This design comes from an exercise in tuning for small area on the open sky130 flow, not from production work.
The RTL was checked by simulation tests, not by an equivalence proof against the original design.
Power figures rest on the tool's default switching activity, not on a simulated workload.

// thumbdv_pe
module thumbdv_pe (
    input  wire        clk,
    input  wire        rst,           
    output wire        tx_valid,
    output wire [7:0]  tx_data,
    output wire [16:0] tx_count,
    input  wire        tx_ready,
    input  wire        tx_fault,
    output wire        rx_ready,
    input  wire        rx_valid,
    input  wire [7:0]  rx_data,
    input  wire        rx_short,
    input  wire        rx_fault,
    output wire [16:0] rd_count,
    output wire [16:0] rd_got,
    output wire [2:0]  sstate,
    output wire [2:0]  step,
    output wire        failed,
    output wire [2:0]  fail_step,
    output wire [2:0]  fail_cause,
    output reg         id_valid,
    output wire        id_sel,
    output reg  [7:0]  id_data,
    output wire        id_done,
    output wire        progress
);
export LEC_CHECK = 0
export CAP_MARGIN = 20
export CORE_MARGIN = 2
export CORE_UTILIZATION = 40
export GPL_TIMING_DRIVEN = 0
export SLEW_MARGIN = 20
create_clock -name core_clock -period 6.0 [get_ports {clk}]
standard.sh (not shown) runs the stock make flow with config.mk's settings and CLKGATE_MAP_FILE= SYNTH_SCRIPT=/design/flow/synth_recipe.tcl, a recipe that flattens the netlist after the stock synthesis.
==> flow/flow/run.sh <==
#!/bin/bash
# Own layout flow: the standard ORFS flow (standard.sh) with these changes:
#  - synthesis: ABC maps the logic with an area-oriented script (flow/area.abc), and adders are
#    left to ABC (no full/half-adder cells, no Kogge-Stone carry map); the registers are made by
#    the same Yosys passes as the standard synthesis, so their names and cells are unchanged;
#  - the buffers synthesis leaves on output ports are removed at floorplan (REMOVE_ABC_BUFFERS);
#  - the input and output ports are buffered with sky130_fd_sc_hd__buf_1;
#  - clock tree synthesis inserts no dummy loads (CTS_ARGS below).
# The make output goes to flow.log here; ORFS's per-step logs are under orfs/logs/.
set -euo pipefail
W=$(pwd)
F=$W/flow
{ echo "source $F/abc_area.tcl"; cat "$W/synth_recipe.tcl"; } > "$W/area_synth.tcl"
sed "s#SYNTH_SCRIPT=[^ ]*#SYNTH_SCRIPT=$W/area_synth.tcl#" "$W/standard.sh" > "$W/area_standard.sh"
export MY_ABC_SCRIPT=$F/area.abc
bash "$W/area_standard.sh" ADDER_MAP_FILE= REMOVE_ABC_BUFFERS=1 SYNTH_OPERATIONS_ARGS=-nofsm \
  "BUFFER_PORTS_ARGS=-buffer_cell sky130_fd_sc_hd__buf_1" \
  "CTS_ARGS=-sink_clustering_enable -repair_clock_nets -dont_use_dummy_load" \
  finish > "$W/flow.log" 2>&1
==> flow/flow/abc_area.tcl <==
# Loaded before the standard flow's synthesis script: ORFS's technology-mapping call to ABC runs with the
# area-oriented script in $::env(MY_ABC_SCRIPT) instead of ORFS's delay-oriented one. Nothing
# else in synthesis changes (the registers come from the same Yosys passes as before).
proc abc {args} {
  set out {}
  for {set i 0} {$i < [llength $args]} {incr i} {
    set a [lindex $args $i]
    if {$a eq "-script"} { incr i; continue }
    lappend out $a
  }
  set out [linsert $out 0 -script $::env(MY_ABC_SCRIPT)]
  puts "abc (area script): $out"
  yosys abc {*}$out
}
==> flow/flow/area.abc <==
strash
&get -n
&deepsyn -T 30 -I 10
&put
dch -f
amap
Next try:
==> flow/flow/area.abc (replaced) <==
strash
dch -f
amap
strash
dch -f
amap
Effect: The changed run went through all stages and came out clean. Global-route usage goes up by 0.26 points. Total power stays flat. Combinational power is lower by a few percent.
Next try:
--- a/flow/flow/run.sh
+++ b/flow/flow/run.sh
@@ -6,4 +6,3 @@
 #  - the buffers synthesis leaves on output ports are removed at floorplan (REMOVE_ABC_BUFFERS);
-#  - the input and output ports are buffered with sky130_fd_sc_hd__buf_1;
-#  - clock tree synthesis inserts no dummy loads (CTS_ARGS below).
+#  - the input and output ports are buffered with sky130_fd_sc_hd__buf_1.
 # The make output goes to flow.log here; ORFS's per-step logs are under orfs/logs/.
@@ -16,4 +15,2 @@
 bash "$W/area_standard.sh" ADDER_MAP_FILE= REMOVE_ABC_BUFFERS=1 SYNTH_OPERATIONS_ARGS=-nofsm \
-  "BUFFER_PORTS_ARGS=-buffer_cell sky130_fd_sc_hd__buf_1" \
-  "CTS_ARGS=-sink_clustering_enable -repair_clock_nets -dont_use_dummy_load" \
-  finish > "$W/flow.log" 2>&1
+  "BUFFER_PORTS_ARGS=-buffer_cell sky130_fd_sc_hd__buf_1" finish > "$W/flow.log" 2>&1
Effect:
- critical path depth stays the same
- flip-flop and latch count is unchanged
- final area is higher by 0.78%
- worst setup slack gets worse by 0.024 ns
- maximum frequency came out lower by 0.52%
- worst hold slack is about the same
- count of clock-buffer cells in the layout is unchanged
Next try:
--- a/flow/flow/run.sh
+++ b/flow/flow/run.sh
@@ -6,3 +6,5 @@
 #  - the buffers synthesis leaves on output ports are removed at floorplan (REMOVE_ABC_BUFFERS);
-#  - the input and output ports are buffered with sky130_fd_sc_hd__buf_1.
+#  - the input and output ports are buffered with sky130_fd_sc_hd__buf_1;
+#  - clock tree synthesis inserts no dummy loads (CTS_ARGS below);
+#  - constant outputs share the tie cells synthesis made (SKIP_REPAIR_TIE_FANOUT).
 # The make output goes to flow.log here; ORFS's per-step logs are under orfs/logs/.
@@ -14,3 +16,5 @@
 export MY_ABC_SCRIPT=$F/area.abc
-bash "$W/area_standard.sh" ADDER_MAP_FILE= REMOVE_ABC_BUFFERS=1 SYNTH_OPERATIONS_ARGS=-nofsm \
-  "BUFFER_PORTS_ARGS=-buffer_cell sky130_fd_sc_hd__buf_1" finish > "$W/flow.log" 2>&1
+bash "$W/area_standard.sh" ADDER_MAP_FILE= REMOVE_ABC_BUFFERS=1 SKIP_REPAIR_TIE_FANOUT=1 SYNTH_OPERATIONS_ARGS=-nofsm \
+  "BUFFER_PORTS_ARGS=-buffer_cell sky130_fd_sc_hd__buf_1" \
+  "CTS_ARGS=-sink_clustering_enable -repair_clock_nets -dont_use_dummy_load" \
+  finish > "$W/flow.log" 2>&1
==> flow/flow/area.abc (replaced) <==
strash
&get -n
&deepsyn -T 30 -I 10
&put
dch -f
amap
Outcome: The new run passed the timing, design-rule and antenna checks; wire length came out lower by 7.1%; critical path depth decreases by 2; area after synthesis decreases by 2.8%; global-route usage drops by 0.77 points; non-clock buffer count does not change; setup slack gets better by 0.15 ns; sequential cell count stays the same; final area is lower by 4.6%; fmax rises by 3.4%; worst hold slack barely changes.
Next try:
==> flow/flow/run.sh (replaced) <==
#!/bin/bash
# Own layout flow: the standard ORFS flow (standard.sh) with these changes:
#  - synthesis: ABC maps the logic with an area-oriented script (flow/area.abc), and adders are
#    left to ABC (no full/half-adder cells, no Kogge-Stone carry map); the registers are made by
#    the same Yosys passes as the standard synthesis, so their names and cells are unchanged;
#  - the buffers synthesis leaves on output ports are removed at floorplan (REMOVE_ABC_BUFFERS);
#  - the input and output ports are buffered with sky130_fd_sc_hd__buf_1.
# The make output goes to flow.log here; ORFS's per-step logs are under orfs/logs/.
set -euo pipefail
W=$(pwd)
F=$W/flow
{ echo "source $F/abc_area.tcl"; cat "$W/synth_recipe.tcl"; } > "$W/area_synth.tcl"
sed "s#SYNTH_SCRIPT=[^ ]*#SYNTH_SCRIPT=$W/area_synth.tcl#" "$W/standard.sh" > "$W/area_standard.sh"
export MY_ABC_SCRIPT=$F/area.abc
bash "$W/area_standard.sh" ADDER_MAP_FILE= REMOVE_ABC_BUFFERS=1 SYNTH_OPERATIONS_ARGS=-nofsm \
  "BUFFER_PORTS_ARGS=-buffer_cell sky130_fd_sc_hd__buf_1" finish > "$W/flow.log" 2>&1
==> flow/flow/area.abc (replaced) <==
strash
dch -f
amap
strash
dch -f
amap
Settings changed: CTS_BUF_LIST from default to sky130_fd_sc_hd__clkbuf_4 sky130_fd_sc_hd__clkbuf_8, CTS_CLUSTER_DIAMETER from default to 200, CTS_CLUSTER_SIZE from default to 50.
Total power grows by a few percent; clock-buffer cell count stays the same; global-route usage grows by 0.77 points; final cell count grows by a little under a tenth; critical path depth grows by 2; synthesized cell count grows by a few percent; wire length grows by a little under a tenth; worst setup slack gets worse by 0.15 ns; non-clock buffer count is unchanged; core utilization shrinks by 0.11 points; maximum frequency shrinks by a few percent.

========
v22:
Another version of the RTL of thumbdv_pe (not shown whole).
Size in the first run: roughly 370 cells after synthesis, ~51 flip-flops, ~100 I/O pins, ~2800 um^2 of cells after synthesis.
export LEC_CHECK = 0
export CAP_MARGIN = 20
export CORE_MARGIN = 2
export CORE_UTILIZATION = 40
export GPL_TIMING_DRIVEN = 0
export SLEW_MARGIN = 20
create_clock -name core_clock -period 6.0 [get_ports {clk}]
==> flow/flow/run.sh <==
#!/bin/bash
# Own layout flow: the standard ORFS flow (standard.sh) with these changes:
#  - synthesis: ABC maps the logic with an area-oriented script (flow/area.abc), and adders are
#    left to ABC (no full/half-adder cells, no Kogge-Stone carry map); the registers are made by
#    the same Yosys passes as the standard synthesis, so their names and cells are unchanged;
#  - the buffers synthesis leaves on output ports are removed at floorplan (REMOVE_ABC_BUFFERS);
#  - the input and output ports are buffered with sky130_fd_sc_hd__buf_1;
#  - clock tree synthesis inserts no dummy loads (CTS_ARGS below);
#  - constant outputs share the tie cells synthesis made (SKIP_REPAIR_TIE_FANOUT).
# The make output goes to flow.log here; ORFS's per-step logs are under orfs/logs/.
set -euo pipefail
W=$(pwd)
F=$W/flow
{ echo "source $F/abc_area.tcl"; cat "$W/synth_recipe.tcl"; } > "$W/area_synth.tcl"
sed "s#SYNTH_SCRIPT=[^ ]*#SYNTH_SCRIPT=$W/area_synth.tcl#" "$W/standard.sh" > "$W/area_standard.sh"
export MY_ABC_SCRIPT=$F/area.abc
bash "$W/area_standard.sh" ADDER_MAP_FILE= REMOVE_ABC_BUFFERS=1 SKIP_REPAIR_TIE_FANOUT=1 SYNTH_OPERATIONS_ARGS=-nofsm \
  "BUFFER_PORTS_ARGS=-buffer_cell sky130_fd_sc_hd__buf_1" \
  "CTS_ARGS=-sink_clustering_enable -repair_clock_nets -dont_use_dummy_load -sink_clustering_size 60 -sink_clustering_max_diameter 1000 -buf_list sky130_fd_sc_hd__clkbuf_16 -root_buf sky130_fd_sc_hd__clkbuf_16" \
  finish > "$W/flow.log" 2>&1
==> flow/flow/area.abc <==
strash
&get -n
&deepsyn -T 30 -I 10
&put
dch -f
amap
Scripts as last shown in full above: flow/flow/abc_area.tcl
v22: PASS, flow complete, no timing, DRC or antenna violations
What v10 does differently from v22 at the input level:
-- flow/flow/run.sh --
<<< v22, line 3
#  - synthesis: ABC maps the logic with an area-oriented script (flow/area.abc), and adders are
>>> v10, line 3
#  - synthesis: ABC maps the logic with an area-oriented script (flow/area.abc: &deepsyn
#    restructuring, then dch and amap area mapping), and adders are
<<< v22, line 19
  "CTS_ARGS=-sink_clustering_enable -repair_clock_nets -dont_use_dummy_load -sink_clustering_size 60 -sink_clustering_max_diameter 1000 -buf_list sky130_fd_sc_hd__clkbuf_16 -root_buf sky130_fd_sc_hd__clkbuf_16" \
>>> v10, line 20
  "CTS_ARGS=-sink_clustering_enable -repair_clock_nets -dont_use_dummy_load" \
## What came out
In the reports for v22 and v10, the smaller met1 layer usage reported by global route belongs to v22. v10 vs. v22: proportion of power drawn by the clock network lost 8.5 points; clock skew picked up an extra 0.0066 ns; reported net switching power lost 11 uW.
Here is what was changed in the inputs of v14 compared with v10.
-- flow/flow/run.sh --
<<< v10, line 3
#  - synthesis: ABC maps the logic with an area-oriented script (flow/area.abc: &deepsyn
#    restructuring, then dch and amap area mapping), and adders are
>>> v14, line 3
#  - synthesis: ABC maps the logic with an area-oriented script (flow/area.abc), and adders are
<<< v10, line 20
  "CTS_ARGS=-sink_clustering_enable -repair_clock_nets -dont_use_dummy_load" \
>>> v14, line 19
  "CTS_ARGS=-repair_clock_nets -dont_use_dummy_load -wire_unit 500 -buf_list sky130_fd_sc_hd__clkbuf_16 -root_buf sky130_fd_sc_hd__clkbuf_16" \
==> flow/flow/area.abc <==
strash
dch -f
amap
strash
dch -f
amap
Results
Per the final summary, v14 finished and its layout is clean on timing, DRC and antenna.
v14 against v10: power went up 83 uW, final setup slack of the worst path went down 0.28 ns.
On v14: total number of cells along the worst setup path is 3 higher than what v10 gave.
v14 — post-synthesis instance area 2.5% higher, v10 as reference
[v14] design area rose 4.1% relative to v10
In the flow results for v10 and v14, the share of power burned in combinational logic is larger on v10.

========
Setup of the baseline:
thumbdv_pe, a different RTL version from the one above (not shown whole).
For scale: roughly 590 cells after synthesis, roughly 100 I/O pins, roughly 0.0044 mm2 of cells after synthesis.
Settings: LEC_CHECK=0, CAP_MARGIN=20, CORE_MARGIN=2, CORE_UTILIZATION=40, SLEW_MARGIN=20; clock period 6.0 ns.
run.sh (not shown) runs the stock make flow with config.mk's settings and CLKGATE_MAP_FILE= SYNTH_SCRIPT=/design/flow/synth_recipe.tcl, a recipe that flattens the netlist after the stock synthesis.
Stock flow here: none of the scripts above is used.
--- input diff the baseline..the candidate ---
Settings: putting CTS_BUF_LIST at sky130_fd_sc_hd__clkbuf_4 sky130_fd_sc_hd__clkbuf_8 where nothing was set; putting CTS_CLUSTER_DIAMETER at 60 where nothing was set; swapping 40 for 60 in CORE_UTILIZATION; putting CTS_CLUSTER_SIZE at 30 where nothing was set.
Results
Per the final summary, the candidate finished and its layout is clean on timing, DRC and antenna.
The candidate vs the baseline: non-clock buffer count up
Going from the baseline to the candidate, the clock distribution area overhead in the final layout was found to have gone up by 0.40 points.
Tap cell instance count shrinks by more than a quarter when moving from the baseline to the candidate.
Clock network fraction of design power: the candidate vs the baseline up 3.5 points
When the final numbers for the baseline and the candidate were put side by side, the depth of the critical timing path with buffers and inverters included turned out to be greater in the baseline.
Routability congestion estimate from global placement (the candidate over the baseline): increase, about 10%

## afterwards: timing with drivers on the ports
How much do the figures lean on ideal ports? The routed layouts below were timed once more, with nothing changed but the port constraints. Step 1 assumes that a clkbuf_16 drives the clock port and a buf_2 every other input. Step 2, shift: input delay + t, output delay - t, t = (earliest + latest rising clock arrival at the registers) / 2. This alone moves slack from input paths to output paths. Three values: ideal, step 1, step 2; two values: the first two.
run	t (ns)	slack for setup (ns)	slew at the worst register clock pin (ns)	worst data-port slew with drivers (ns)
the first run of note 1	0.328	1.472 / 1.441 / 1.768	0.10 / 0.10	0.03
the second run of note 1	0.324	1.314 / 1.284 / 1.608	0.10 / 0.10	0.04
the third run of note 1	0.340	1.289 / 1.259 / 1.599	0.11 / 0.11	0.04
the fourth run of note 1	0.326	1.444 / 1.414 / 1.740	0.11 / 0.11	0.03
the fifth run of note 1	0.340	1.289 / 1.259 / 1.599	0.11 / 0.11	0.04
v22	0.320	1.675 / 1.640 / 1.862	0.07 / 0.07	0.03
v10	0.326	1.650 / 1.623 / 1.880	0.10 / 0.10	0.03
v14	0.319	1.373 / 1.339 / 1.529	0.07 / 0.07	0.04
the baseline	0.348	0.920 / 0.929 / 0.581	0.11 / 0.11	0.03
the candidate	0.347	0.794 / 0.799 / 0.452	0.12 / 0.12	0.04
After both steps every run listed still meets setup and hold. For the candidate, which loses most, drivers alone change the setup slack by +0.005 ns; drivers and shift together by -0.342 ns.
